This is an optimization exercise on Yosys and OpenROAD, whose aim is small area, a short achievable clock period and few clock cycles, not a production implementation. Function was checked by simulation only, so behaviour that the tests miss may differ from the original. No activity file was given, so power comes from the tool's default toggle rates.

[design/flow/design.v]
module prb_link #(
    parameter PANEL_W     = 240,
    parameter PANEL_H     = 240,
    parameter LINE_W      = 160,
    parameter SRC_H       = 144,
    parameter MADCTL_INIT = 8'h00,
    parameter COLMOD_16BPP = 8'h55,
    parameter MS_CYCLES   = 8
) (
    input             clk,
    input             rst,
    input             cmd_valid,
    output            cmd_ready,
    input      [12:0] cmd_addr,
    input      [31:0] cmd_data,
    output reg        rsp_valid,
    output reg [7:0]  rsp_code,
    output reg [15:0] rsp_off,
    output reg        sck,
    output reg        mosi,
    output reg        dc,
    output reg        csn,
    output reg        rstn,
    output reg        bl
);
    localparam X0 = (PANEL_W - LINE_W) / 2;
    localparam Y0 = (PANEL_H - SRC_H) / 2;
    localparam [7:0] F_NONE        = 8'h00;
    localparam [7:0] F_BAD_ACCESS  = 8'h01;
    localparam [7:0] F_BAD_REG     = 8'h02;
    localparam [7:0] F_NOT_OPEN    = 8'h06;
    localparam [7:0] F_OPEN        = 8'h07;
    localparam [7:0] F_INVERTED    = 8'h08;
    localparam [7:0] F_RANGE       = 8'h09;
    localparam [7:0] F_UNINIT      = 8'h0A;
    localparam [7:0] F_PAL_INDEX   = 8'h0B;
    localparam [7:0] F_ROW_RANGE   = 8'h0E;
    localparam [12:0] A_INIT      = 13'h0040;
    localparam [12:0] A_WIN_COL   = 13'h0044;
    localparam [12:0] A_WIN_ROW   = 13'h0048;
    localparam [12:0] A_WIN_APPLY = 13'h004C;
    localparam [12:0] A_SET_ADDR  = 13'h0050;
    localparam [12:0] A_SBEGIN    = 13'h0054;
    localparam [12:0] A_PIXEL     = 13'h0058;
    localparam [12:0] A_SEND      = 13'h005C;
    localparam [12:0] A_FCOLOR    = 13'h0060;
    localparam [12:0] A_FXY       = 13'h0064;
    localparam [12:0] A_FWH       = 13'h0068;
    localparam [12:0] A_FGO       = 13'h006C;
    localparam [12:0] A_INVERT    = 13'h0070;
    localparam [12:0] A_POWER     = 13'h0074;
    localparam [12:0] A_BACKLIGHT = 13'h0078;
    localparam [12:0] A_IDLE      = 13'h007C;
    localparam [12:0] A_DRAW      = 13'h0080;
    localparam [3:0] OP_INIT   = 4'd0;
    localparam [3:0] OP_WIN    = 4'd1;
    localparam [3:0] OP_SBEGIN = 4'd2;
    localparam [3:0] OP_PIXEL  = 4'd3;
    localparam [3:0] OP_SEND   = 4'd4;
    localparam [3:0] OP_FILL   = 4'd5;
    localparam [3:0] OP_INV    = 4'd6;
    localparam [3:0] OP_POWER  = 4'd7;
    localparam [3:0] OP_BL     = 4'd8;
    localparam [3:0] OP_IDLE   = 4'd9;
    localparam [3:0] OP_DRAW   = 4'd10;
    localparam [3:0] EV_END  = 4'd0;
    localparam [3:0] EV_CS0  = 4'd1;
    localparam [3:0] EV_CS1  = 4'd2;
    localparam [3:0] EV_RST0 = 4'd3;
    localparam [3:0] EV_RST1 = 4'd4;
    localparam [3:0] EV_BL   = 4'd5;
    localparam [3:0] EV_CMD  = 4'd6;
    localparam [3:0] EV_DAT  = 4'd7;
    localparam [3:0] EV_WAIT = 4'd8;
    localparam [2:0] S_IDLE  = 3'd0;
    localparam [2:0] S_CHECK = 3'd1;
    localparam [2:0] S_MAP   = 3'd2;
    localparam [2:0] S_EV    = 3'd3;
    localparam [2:0] S_BYTE  = 3'd4;
    localparam [2:0] S_WAIT  = 3'd5;
    localparam [2:0] S_NEXT  = 3'd6;
    reg [7:0]         linebuf [0:LINE_W-1];
    reg [LINE_W-1:0]  lb_valid;
    reg [15:0]        palette [0:15];
    reg [15:0]        pal_valid;
    reg [31:0] win_col;
    reg [31:0] win_row;
    reg [15:0] fill_color;
    reg [31:0] fill_xy;
    reg [31:0] fill_wh;
    reg        stream_open;
    reg [2:0]  state;
    reg [12:0] op_addr;
    reg [31:0] op_data;
    reg [3:0]  op;
    reg [5:0]  step;
    reg        half;         
    reg [15:0] pix_col;
    reg [15:0] pix_row;
    reg [15:0] lim_col;
    reg [15:0] lim_row;
    reg [7:0]  map_idx;
    reg [7:0]  shreg;
    reg [2:0]  bitcnt;
    reg [15:0] wait_cnt;
    assign cmd_ready = (state == S_IDLE);
    wire        is_misaligned = (op_addr[1:0] != 2'b00);
    wire        is_op_reg     = (op_addr >= A_INIT) && (op_addr <= A_DRAW);
    wire        is_pal        = (op_addr[12:6] == 7'b0000100);
    wire [3:0]  pal_k         = op_addr[5:2];
    wire        is_lb         = (op_addr[12:10] == 3'b100) && (op_addr[9:2] < LINE_W);
    wire [7:0]  lb_i          = op_addr[9:2];
    wire [15:0] wc_s = win_col[15:0];
    wire [15:0] wc_e = win_col[31:16];
    wire [15:0] wr_s = win_row[15:0];
    wire [15:0] wr_e = win_row[31:16];
    wire [15:0] sa_x = op_data[15:0];
    wire [15:0] sa_y = op_data[31:16];
    wire [15:0] f_x  = fill_xy[15:0];
    wire [15:0] f_y  = fill_xy[31:16];
    wire [15:0] f_w  = fill_wh[15:0];
    wire [15:0] f_h  = fill_wh[31:16];
    wire [16:0] f_ce = {1'b0, f_x} + {1'b0, f_w} - 17'd1;
    wire [16:0] f_re = {1'b0, f_y} + {1'b0, f_h} - 17'd1;
    wire [15:0] draw_row = op_data[15:0];
    wire [7:0]  map_elem = linebuf[map_idx];
    wire [3:0]  map_k    = map_elem[3:0];
    reg [3:0]  ev_kind;
    reg [7:0]  ev_byte;
    reg [15:0] ev_wait_ms;
    wire [7:0]  draw_elem = linebuf[pix_col[7:0]];
    wire [15:0] draw_color = palette[draw_elem[3:0]];
    reg  [15:0] pix_color;
    always @(*) begin
        case (op)
            OP_FILL:  pix_color = fill_color;
            OP_DRAW:  pix_color = draw_color;
            default:  pix_color = op_data[15:0];
        endcase
    end
    task automatic win_event(input [4:0] w, output [3:0] k, output [7:0] b);
        begin
            k = EV_DAT;
            b = 8'h00;
            case (w)
                5'd0:  k = EV_CS0;
                5'd1:  begin k = EV_CMD; b = 8'h2A; end
                5'd2:  b = wc_s[15:8];
                5'd3:  b = wc_s[7:0];
                5'd4:  b = wc_e[15:8];
                5'd5:  b = wc_e[7:0];
                5'd6:  k = EV_CS1;
                5'd7:  k = EV_CS0;
                5'd8:  begin k = EV_CMD; b = 8'h2B; end
                5'd9:  b = wr_s[15:8];
                5'd10: b = wr_s[7:0];
                5'd11: b = wr_e[15:8];
                5'd12: b = wr_e[7:0];
                5'd13: k = EV_CS1;
                5'd14: k = EV_CS0;
                5'd15: begin k = EV_CMD; b = 8'h2C; end
                default: k = EV_CS1;
            endcase
        end
    endtask
    always @(*) begin
        ev_kind    = EV_END;
        ev_byte    = 8'h00;
        ev_wait_ms = 16'd0;
        case (op)
            OP_INIT: begin
                if (step >= 6'd20 && step <= 6'd36) begin
                    win_event(step[4:0] - 5'd20, ev_kind, ev_byte);
                end else begin
                    case (step)
                        6'd0:  ev_kind = EV_RST0;
                        6'd1:  begin ev_kind = EV_WAIT; ev_wait_ms = 16'd100; end
                        6'd2:  ev_kind = EV_RST1;
                        6'd3:  begin ev_kind = EV_WAIT; ev_wait_ms = 16'd100; end
                        6'd4:  ev_kind = EV_CS0;
                        6'd5:  begin ev_kind = EV_CMD; ev_byte = 8'h01; end
                        6'd6:  ev_kind = EV_CS1;
                        6'd7:  begin ev_kind = EV_WAIT; ev_wait_ms = 16'd150; end
                        6'd8:  ev_kind = EV_CS0;
                        6'd9:  begin ev_kind = EV_CMD; ev_byte = 8'h11; end
                        6'd10: ev_kind = EV_CS1;
                        6'd11: begin ev_kind = EV_WAIT; ev_wait_ms = 16'd120; end
                        6'd12: ev_kind = EV_CS0;
                        6'd13: begin ev_kind = EV_CMD; ev_byte = 8'h3A; end
                        6'd14: begin ev_kind = EV_DAT; ev_byte = COLMOD_16BPP; end
                        6'd15: ev_kind = EV_CS1;
                        6'd16: ev_kind = EV_CS0;
                        6'd17: begin ev_kind = EV_CMD; ev_byte = 8'h36; end
                        6'd18: begin ev_kind = EV_DAT; ev_byte = MADCTL_INIT; end
                        6'd19: ev_kind = EV_CS1;
                        6'd37: ev_kind = EV_CS0;
                        6'd38: begin ev_kind = EV_CMD; ev_byte = 8'h13; end
                        6'd39: ev_kind = EV_CS1;
                        6'd40: ev_kind = EV_CS0;
                        6'd41: begin ev_kind = EV_CMD; ev_byte = 8'h29; end
                        6'd42: ev_kind = EV_CS1;
                        6'd43: begin ev_kind = EV_WAIT; ev_wait_ms = 16'd120; end
                        default: ev_kind = EV_END;
                    endcase
                end
            end
            OP_WIN: begin
                if (step <= 6'd16) win_event(step[4:0], ev_kind, ev_byte);
                else ev_kind = EV_END;
            end
            OP_SBEGIN: begin
                if (step == 6'd0) ev_kind = EV_CS0;
            end
            OP_PIXEL: begin
                if (step == 6'd0) begin ev_kind = EV_DAT; ev_byte = op_data[15:8]; end
                else if (step == 6'd1) begin ev_kind = EV_DAT; ev_byte = op_data[7:0]; end
            end
            OP_SEND: begin
                if (step == 6'd0) ev_kind = EV_CS1;
            end
            OP_FILL, OP_DRAW: begin
                if (step <= 6'd16) win_event(step[4:0], ev_kind, ev_byte);
                else if (step == 6'd17) ev_kind = EV_CS0;
                else if (step == 6'd18) begin
                    ev_kind = EV_DAT;
                    ev_byte = half ? pix_color[7:0] : pix_color[15:8];
                end
                else if (step == 6'd19) ev_kind = EV_CS1;
            end
            OP_INV, OP_IDLE, OP_POWER: begin
                case (step)
                    6'd0: ev_kind = EV_CS0;
                    6'd1: begin
                        ev_kind = EV_CMD;
                        if (op == OP_INV)       ev_byte = {7'b0010000, op_data[0]};
                        else if (op == OP_IDLE) ev_byte = {7'b0011100, op_data[0]};
                        else                    ev_byte = op_data[0] ? 8'h10 : 8'h11;
                    end
                    6'd2: ev_kind = EV_CS1;
                    6'd3: begin
                        if (op == OP_POWER && !op_data[0]) begin
                            ev_kind = EV_WAIT;
                            ev_wait_ms = 16'd120;
                        end
                    end
                    default: ev_kind = EV_END;
                endcase
            end
            OP_BL: begin
                if (step == 6'd0) ev_kind = EV_BL;
            end
            default: ev_kind = EV_END;
        endcase
    end
    integer n;
    always @(posedge clk) begin
        if (rst) begin
            state       <= S_IDLE;
            rsp_valid   <= 1'b0;
            rsp_code    <= 8'h00;
            rsp_off     <= 16'h0000;
            sck         <= 1'b0;
            mosi        <= 1'b0;
            dc          <= 1'b1;
            csn         <= 1'b1;
            rstn        <= 1'b1;
            bl          <= 1'b0;
            lb_valid    <= {LINE_W{1'b0}};
            pal_valid   <= 16'h0000;
            win_col     <= 32'h0;
            win_row     <= 32'h0;
            fill_color  <= 16'h0;
            fill_xy     <= 32'h0;
            fill_wh     <= 32'h0;
            stream_open <= 1'b0;
            op_addr     <= 13'h0;
            op_data     <= 32'h0;
            op          <= OP_INIT;
            step        <= 6'd0;
            half        <= 1'b0;
            pix_col     <= 16'h0;
            pix_row     <= 16'h0;
            lim_col     <= 16'h0;
            lim_row     <= 16'h0;
            map_idx     <= 8'h0;
            shreg       <= 8'h0;
            bitcnt      <= 3'd0;
            wait_cnt    <= 16'h0;
        end else begin
            rsp_valid <= 1'b0;
            case (state)
                S_IDLE: begin
                    if (cmd_valid) begin
                        op_addr <= cmd_addr;
                        op_data <= cmd_data;
                        state   <= S_CHECK;
                    end
                end
                S_CHECK: begin
                    rsp_code <= F_NONE;
                    rsp_off  <= 16'h0000;
                    step     <= 6'd0;
                    half     <= 1'b0;
                    pix_col  <= 16'h0;
                    pix_row  <= 16'h0;
                    state    <= S_IDLE;
                    rsp_valid <= 1'b1;
                    if (is_misaligned) begin
                        rsp_code <= F_BAD_ACCESS;
                        rsp_off  <= {3'b000, op_addr};
                    end else if (is_pal) begin
                        palette[pal_k]   <= op_data[15:0];
                        pal_valid[pal_k] <= 1'b1;
                    end else if (is_lb) begin
                        linebuf[lb_i]  <= op_data[7:0];
                        lb_valid[lb_i] <= 1'b1;
                    end else if (!is_op_reg) begin
                        rsp_code <= F_BAD_REG;
                        rsp_off  <= {3'b000, op_addr};
                    end else begin
                        case (op_addr)
                            A_INIT: begin
                                if (stream_open) begin
                                    rsp_code <= F_OPEN;
                                    rsp_off  <= {3'b000, op_addr};
                                end else begin
                                    win_col <= {PANEL_W[15:0] - 16'd1, 16'd0};
                                    win_row <= {PANEL_H[15:0] - 16'd1, 16'd0};
                                    op <= OP_INIT;
                                    rsp_valid <= 1'b0;
                                    state <= S_EV;
                                end
                            end
                            A_WIN_COL: win_col <= op_data;
                            A_WIN_ROW: win_row <= op_data;
                            A_WIN_APPLY: begin
                                rsp_off <= {3'b000, op_addr};
                                if (stream_open)
                                    rsp_code <= F_OPEN;
                                else if (wc_s > wc_e || wr_s > wr_e)
                                    rsp_code <= F_INVERTED;
                                else if (wc_e >= PANEL_W || wr_e >= PANEL_H)
                                    rsp_code <= F_RANGE;
                                else begin
                                    rsp_off <= 16'h0000;
                                    op <= OP_WIN;
                                    rsp_valid <= 1'b0;
                                    state <= S_EV;
                                end
                            end
                            A_SET_ADDR: begin
                                rsp_off <= {3'b000, op_addr};
                                if (stream_open)
                                    rsp_code <= F_OPEN;
                                else if (sa_x >= PANEL_W || sa_y >= PANEL_H)
                                    rsp_code <= F_RANGE;
                                else begin
                                    rsp_off <= 16'h0000;
                                    win_col <= {sa_x, sa_x};
                                    win_row <= {sa_y, sa_y};
                                    op <= OP_WIN;
                                    rsp_valid <= 1'b0;
                                    state <= S_EV;
                                end
                            end
                            A_SBEGIN: begin
                                if (stream_open) begin
                                    rsp_code <= F_OPEN;
                                    rsp_off  <= {3'b000, op_addr};
                                end else begin
                                    stream_open <= 1'b1;
                                    op <= OP_SBEGIN;
                                    rsp_valid <= 1'b0;
                                    state <= S_EV;
                                end
                            end
                            A_PIXEL: begin
                                if (!stream_open) begin
                                    rsp_code <= F_NOT_OPEN;
                                    rsp_off  <= {3'b000, op_addr};
                                end else begin
                                    op <= OP_PIXEL;
                                    rsp_valid <= 1'b0;
                                    state <= S_EV;
                                end
                            end
                            A_SEND: begin
                                if (!stream_open) begin
                                    rsp_code <= F_NOT_OPEN;
                                    rsp_off  <= {3'b000, op_addr};
                                end else begin
                                    stream_open <= 1'b0;
                                    op <= OP_SEND;
                                    rsp_valid <= 1'b0;
                                    state <= S_EV;
                                end
                            end
                            A_FCOLOR: fill_color <= op_data[15:0];
                            A_FXY:    fill_xy <= op_data;
                            A_FWH:    fill_wh <= op_data;
                            A_FGO: begin
                                rsp_off <= {3'b000, op_addr};
                                if (stream_open)
                                    rsp_code <= F_OPEN;
                                else if (f_w == 16'd0 || f_h == 16'd0)
                                    rsp_code <= F_INVERTED;
                                else if (f_ce >= PANEL_W || f_re >= PANEL_H)
                                    rsp_code <= F_RANGE;
                                else begin
                                    rsp_off <= 16'h0000;
                                    win_col <= {f_ce[15:0], f_x};
                                    win_row <= {f_re[15:0], f_y};
                                    lim_col <= f_w - 16'd1;
                                    lim_row <= f_h - 16'd1;
                                    op <= OP_FILL;
                                    rsp_valid <= 1'b0;
                                    state <= S_EV;
                                end
                            end
                            A_INVERT, A_POWER, A_IDLE: begin
                                if (stream_open) begin
                                    rsp_code <= F_OPEN;
                                    rsp_off  <= {3'b000, op_addr};
                                end else begin
                                    op <= (op_addr == A_INVERT) ? OP_INV :
                                          (op_addr == A_POWER)  ? OP_POWER : OP_IDLE;
                                    rsp_valid <= 1'b0;
                                    state <= S_EV;
                                end
                            end
                            A_BACKLIGHT: begin
                                op <= OP_BL;
                                rsp_valid <= 1'b0;
                                state <= S_EV;
                            end
                            A_DRAW: begin
                                rsp_off <= {3'b000, op_addr};
                                if (stream_open)
                                    rsp_code <= F_OPEN;
                                else if (draw_row >= SRC_H)
                                    rsp_code <= F_ROW_RANGE;
                                else begin
                                    rsp_off <= 16'h0000;
                                    map_idx <= 8'd0;
                                    rsp_valid <= 1'b0;
                                    state <= S_MAP;
                                end
                            end
                            default: begin
                                rsp_code <= F_BAD_REG;
                                rsp_off  <= {3'b000, op_addr};
                            end
                        endcase
                    end
                end
                S_MAP: begin
                    if (!lb_valid[map_idx]) begin
                        rsp_code  <= F_UNINIT;
                        rsp_off   <= 16'h1000 + {6'd0, map_idx, 2'b00};
                        rsp_valid <= 1'b1;
                        state     <= S_IDLE;
                    end else if (map_elem[7:4] != 4'h0) begin
                        rsp_code  <= F_PAL_INDEX;
                        rsp_off   <= 16'h1000 + {6'd0, map_idx, 2'b00};
                        rsp_valid <= 1'b1;
                        state     <= S_IDLE;
                    end else if (!pal_valid[map_k]) begin
                        rsp_code  <= F_UNINIT;
                        rsp_off   <= 16'h0100 + {10'd0, map_k, 2'b00};
                        rsp_valid <= 1'b1;
                        state     <= S_IDLE;
                    end else if (map_idx == LINE_W - 1) begin
                        win_col <= {X0[15:0] + LINE_W[15:0] - 16'd1, X0[15:0]};
                        win_row <= {Y0[15:0] + draw_row, Y0[15:0] + draw_row};
                        lim_col <= LINE_W[15:0] - 16'd1;
                        lim_row <= 16'd0;
                        op      <= OP_DRAW;
                        state   <= S_EV;
                    end else begin
                        map_idx <= map_idx + 8'd1;
                    end
                end
                S_EV: begin
                    case (ev_kind)
                        EV_END: begin
                            rsp_code  <= F_NONE;
                            rsp_off   <= 16'h0000;
                            rsp_valid <= 1'b1;
                            state     <= S_IDLE;
                        end
                        EV_CS0:  begin csn  <= 1'b0; state <= S_NEXT; end
                        EV_CS1:  begin csn  <= 1'b1; state <= S_NEXT; end
                        EV_RST0: begin rstn <= 1'b0; state <= S_NEXT; end
                        EV_RST1: begin rstn <= 1'b1; state <= S_NEXT; end
                        EV_BL:   begin bl   <= op_data[0]; state <= S_NEXT; end
                        EV_CMD, EV_DAT: begin
                            dc     <= (ev_kind == EV_DAT);
                            mosi   <= ev_byte[7];
                            sck    <= 1'b0;
                            shreg  <= ev_byte;
                            bitcnt <= 3'd0;
                            state  <= S_BYTE;
                        end
                        EV_WAIT: begin
                            wait_cnt <= ev_wait_ms * MS_CYCLES[15:0] - 16'd1;
                            state    <= S_WAIT;
                        end
                        default: state <= S_NEXT;
                    endcase
                end
                S_BYTE: begin
                    if (!sck) begin
                        sck <= 1'b1;
                    end else begin
                        sck <= 1'b0;
                        if (bitcnt == 3'd7) begin
                            state <= S_NEXT;
                        end else begin
                            bitcnt <= bitcnt + 3'd1;
                            mosi   <= shreg[6];
                            shreg  <= {shreg[6:0], 1'b0};
                        end
                    end
                end
                S_WAIT: begin
                    if (wait_cnt == 16'd0)
                        state <= S_NEXT;
                    else
                        wait_cnt <= wait_cnt - 16'd1;
                end
                S_NEXT: begin
                    state <= S_EV;
                    if ((op == OP_FILL || op == OP_DRAW) && step == 6'd18) begin
                        if (!half) begin
                            half <= 1'b1;
                        end else begin
                            half <= 1'b0;
                            if (pix_col == lim_col) begin
                                pix_col <= 16'd0;
                                if (pix_row == lim_row)
                                    step <= step + 6'd1;
                                else
                                    pix_row <= pix_row + 16'd1;
                            end else begin
                                pix_col <= pix_col + 16'd1;
                            end
                        end
                    end else begin
                        step <= step + 6'd1;
                    end
                end
                default: state <= S_IDLE;
            endcase
        end
    end
endmodule
[design/flow/run.sh]
#!/bin/bash
# synth_recipe.tcl (not shown) runs the flow's synth.tcl, then flattens the netlist and writes it again
# the make line also repeats each setting of config.mk as NAME=value (left out here)
make -C /OpenROAD-flow-scripts/flow DESIGN_CONFIG=/design/flow/config.mk WORK_HOME=/design/flow/orfs CLKGATE_MAP_FILE= SYNTH_SCRIPT=/design/flow/synth_recipe.tcl finish
[design/flow/config.mk]
export PLATFORM = sky130hd
export DESIGN_NAME = prb_link
export DESIGN_NICKNAME = prb_link
export VERILOG_FILES = /design/flow/design.v
export SDC_FILE = /design/flow/constraint.sdc
export NUM_CORES = 4
export LEC_CHECK = 0
export CAP_MARGIN = 20
export CORE_MARGIN = 2
export CORE_UTILIZATION = 40
export PLACE_DENSITY = 0.6
export SLEW_MARGIN = 20
[design/flow/constraint.sdc]
create_clock -name core_clock -period 8.0 [get_ports {clk}]
set_input_delay 1.6000 -clock core_clock [delete_from_list [all_inputs] [get_ports {clk}]]
set_output_delay 1.6000 -clock core_clock [all_outputs]
set_load 0.01 [all_outputs]
==> flow_metrics.py <==
metrics = {
    "clocking": {
        "h-tree-depth": 4,
        "clk_pin_slew_worst_paths_ps": 60,
        "cts_resized": 0,
        "cts-hold-fix-buffers": 0,
        "cts_tree": "done",
        "cts_buffers": 205,
        "cts_root_buf": "clkbuf_16",
        "cts_buffer_depth": 3,
        "cts_num_sinks": 2070,
        "post-cts-setup-buffer-count": 0,
        "clock_latency_ps": 880,
    },
    "synth": {
        "async_flop_share_pct": 0,
        "synth_edf_count": 1536,
        "ys_seq_area_share_pct": 61.6,
        "synth_top_cell_by_area": "edfxtp_1",
        "synth_ff_type": "edfxtp_1",
        "syn_inst": 7056,
        "synth_most_common_cell": "edfxtp_1",
        "synthMuxAreaShare_pct": 12.9,
        "synth_compound_area_share_pct": 9.48,
        "yosys.area.top_type_share_pct": 50.0,
        "synthSimpleGateAreaFrac_pct": 10.2,
        "synth.top_cells.by_area": "edfxtp_1, dfxtp_1, mux4_2",
        "synth.avg_cell_area_um2": 13.1,
        "yosys_warnings": 1,
        "synth_xor_area_share_pct": 1.11,
        "synthTopCellsByCount": "edfxtp_1, nor2_1, nand2_1, dfxtp_1, a21oi_1",
        "synth.distinct_cells": 97,
        "synth_fa_ha_area_share_pct": 1.67,
        "synth-seq-cells": 2070,
        "netlist_area_um2": 92300,
        "synth_top_family_by_area": "multiplexers",
    },
    "detailed_routing": {
        "vias_per_cell": 6.10,
        "ant_nets": 0,
        "via_count": 62500,
        "drt_iter0_drc": 8261,
        "wirelength_um": 291000,
        "wl_per_cell_um": 28.4,
        "first_pass_iters": 7,
        "drc": 0,
    },
    "power": {
        "leakage_nw": 33.2,
        "switchingPower_mw": 4.79,
        "clockPowerShare_pct": 44.2,
        "p_comb_share_pct": 2.8,
        "ir_drop_v": 0.000237,
        "intPower_mw": 17.2,
        "power.density_nw_per_um2": 213,
        "power_frac_seq_pct": 52.9,
        "switching_share_pct": 21.8,
    },
    "grt": {
        "grt_usage_pct": 24.3,
        "antenna_found_initial": 12,
        "grt_max_degree": 216,
        "grt_pass1_wl_um": 424000,
        "gr-total-overflow": 0,
        "grt_pass1_vias": 60100,
    },
    "worst_hold_path": {
        "hold_path_class": "reg -> reg",
    },
    "critical_path": {
        "path_max_fanout": 44,
        "max_stage_delay_ps": 860,
        "required_ps": 8760,
        "cp-start-kind": "flop",
        "slowest_stage": "dfxtp_4",
        "cp_cell_sequence": "buf_12 > mux4_2 > o221ai_1 > o221ai_1 > a2111oi_0 > buf_4 > a311o_1 > nor2_4 > and2_1 > a221oi_1 > a31oi_1 > nor3_1 > nor2_1 > nor4_1",
        "path_common_cell": "o221ai_1",
        "endpoint_kind": "flop",
        "cp.arrival_ps": 7210,
        "crit_type": "reg -> reg",
    },
    "sta": {
        "setup_tns_ps": 0,
        "fmax_mhz": 155,
        "final_hold_viol_count": 0,
        "setup_viol": 0,
        "whs_ps": 457,
        "rsz0062_at_grt": "no",
        "relSlewSlack_pct": 20.6,
        "min_period_ps": 6450,
        "fin_crit_sh_pct": 80.6,
        "fin_skew_ps": 64.3,
        "slew_viol_final": 0,
        "tightest_slew_ps": 1190,
    },
    "run_status": {
        "outcome": "no timing/DRC/antenna violations",
    },
    "floorplanning": {
        "die_area_um2": 235000,
        "row_count": 176,
        "core_um2": 230000,
        "ios": 80,
        "fp.dieW_um": 484,
        "initial_utilization_pct": 40.2,
        "die_y_um": 484,
    },
    "layout": {
        "area_growth_pct": 11.9,
        "multi_input_area_um2": 32800,
        "finalNetCount": 7218,
        "nFillCells": 20300,
        "register_area_um2": 56900,
        "layout-drive-gt1-share_pct": 14.0,
    },
    "placement": {
        "dp_hpwl_um": 196000,
        "port-buffer-count": 72,
        "gp_congestion": 0.940,
    },
    "run": {
        "cap_violations": 0,
    },
}
[stage by stage]
| step | worst slack (ps) | power, mW | cell area, um2 | utilization (%) | std cells |
|---|---|---|---|---|---|
| 5_1_grt | 1360 | 22.6 | 103000 | 44.9 | 10300 |
| 6_report | 1550 | 22.0 | 103000 | 44.9 | 10300 |
| 3_5_place_dp | 1660 | 12.5 | 96300 | 41.9 | 9864 |
| 2_1_floorplan | 3210 | 12.2 | 92300 | - | 7062 |
| 4_1_cts | 1620 | 22.1 | 103000 | 44.9 | 10200 |
| 3_3_place_gp | 1410 | 12.5 | 96300 | 41.9 | 9863 |
[placed cells by master (no fill, tap or decap), drive strengths merged, types with 133 or more instances in the layout]
| cell | count |
|---|---|
| nand2 | 584 |
| edfxtp | 1536 |
| dfxtp | 534 |
| a22oi | 133 |
| mux4 | 419 |
| buf | 171 |
| a21oi | 520 |
| mux2i | 224 |
| clkbuf | 264 |
| inv | 222 |
| nor3 | 139 |
| o21ai | 189 |
| nor2 | 715 |
| nand3 | 150 |
[kinds of logic after synthesis]
group,Yosys count
xor+xnor,117
compound gates,1355
other cells,1
buf+inv,682
fa+ha+maj,122
simple gates,2049
mux,660
flops,2070
[registers in the layout, summed over array words and instances (netlist names), 16 cells and up, named ones only]
name	count
lb_valid	160
lim_row	16
win_col	32
fill_color	16
pal_valid	16
fill_wh	32
win_row	32
linebuf	1280
fill_xy	32
lim_col	16
wait_cnt	16
pix_row	16
palette	256
pix_col	16
op_data	32
[worst max-delay path: cells and delay by family (launching register included)]
| kind | cells | cell delay [ps] |
|---|---|---|
| flops | 1 | 860 |
| mux | 1 | 560 |
| buf+inv | 2 | 650 |
| simple gates | 5 | 1220 |
| compound gates | 6 | 2940 |
[worst paths after layout]
check	startpoint	cells after the start	slack [ps]	to
hold reg to reg	fill_wh[31]$_SDFFE_PP0P_	2	460	fill_wh[31]$_SDFFE_PP0P_
setup reg to reg	flop	14	1550	mosi$_SDFFE_PP0P_
setup / recovery	flop	14	1550	mosi$_SDFFE_PP0P_
hold / removal	fill_wh[31]$_SDFFE_PP0P_	2	460	fill_wh[31]$_SDFFE_PP0P_
[final cells by class]
type                    instances  area share, %
repair buffers                242           2.03
diodes                          8         0.0194
well taps                    3026           3.67
clock buffers                 264           5.31
multi-input cells            4310           31.8
inverters                     219          0.797
flip-flops and latches       2070           55.1
clock inverters               120           1.27
[power by group through the flow]
stage	registers, mW	logic [mW]	clock network, mW
2_1_floorplan	11.9	0.259	0
3_3_place_gp	11.9	0.602	0
3_5_place_dp	11.9	0.609	0
4_1_cts	11.6	0.610	9.85
5_1_grt	11.6	0.661	10.3
6_report	11.6	0.624	9.74
[routing by layer]
layer  up-vias  GRT usage, %  share of wire, %
li1      27100             -                 -
met1     31400          33.8                41
met2      3316          37.2                45
met3       671          4.65               9.3
met4        12          10.5               4.7
met5         -             0             0.026
Testbench counts, summed over its fixed seeds: cycles 196,820.

==> separate check: timing with driven ports <==
Ports are ideal in the flow. The routed layout listed here was re-timed in OpenROAD. Step 1, drivers: a clkbuf_16 drives clk and a buf_2 each remaining input, both assumed. Step 2 also shifts input and output timing later by t, the mid clock arrival at the registers, as if the neighbouring blocks saw the same clock. a / b / c = ideal ports / drivers / drivers and shift; a / b = the first two.
t, ns: 0.934
setup slack, ns: 1.553 / 1.553 / 1.553
slew at the worst register clock pin (ns): 0.07 / 0.07
cell pins on the clock port's net: 1
After both steps this run still meets setup and hold. For this run, drivers alone change the setup slack by 0.000 ns; drivers and shift together by 0.000 ns.
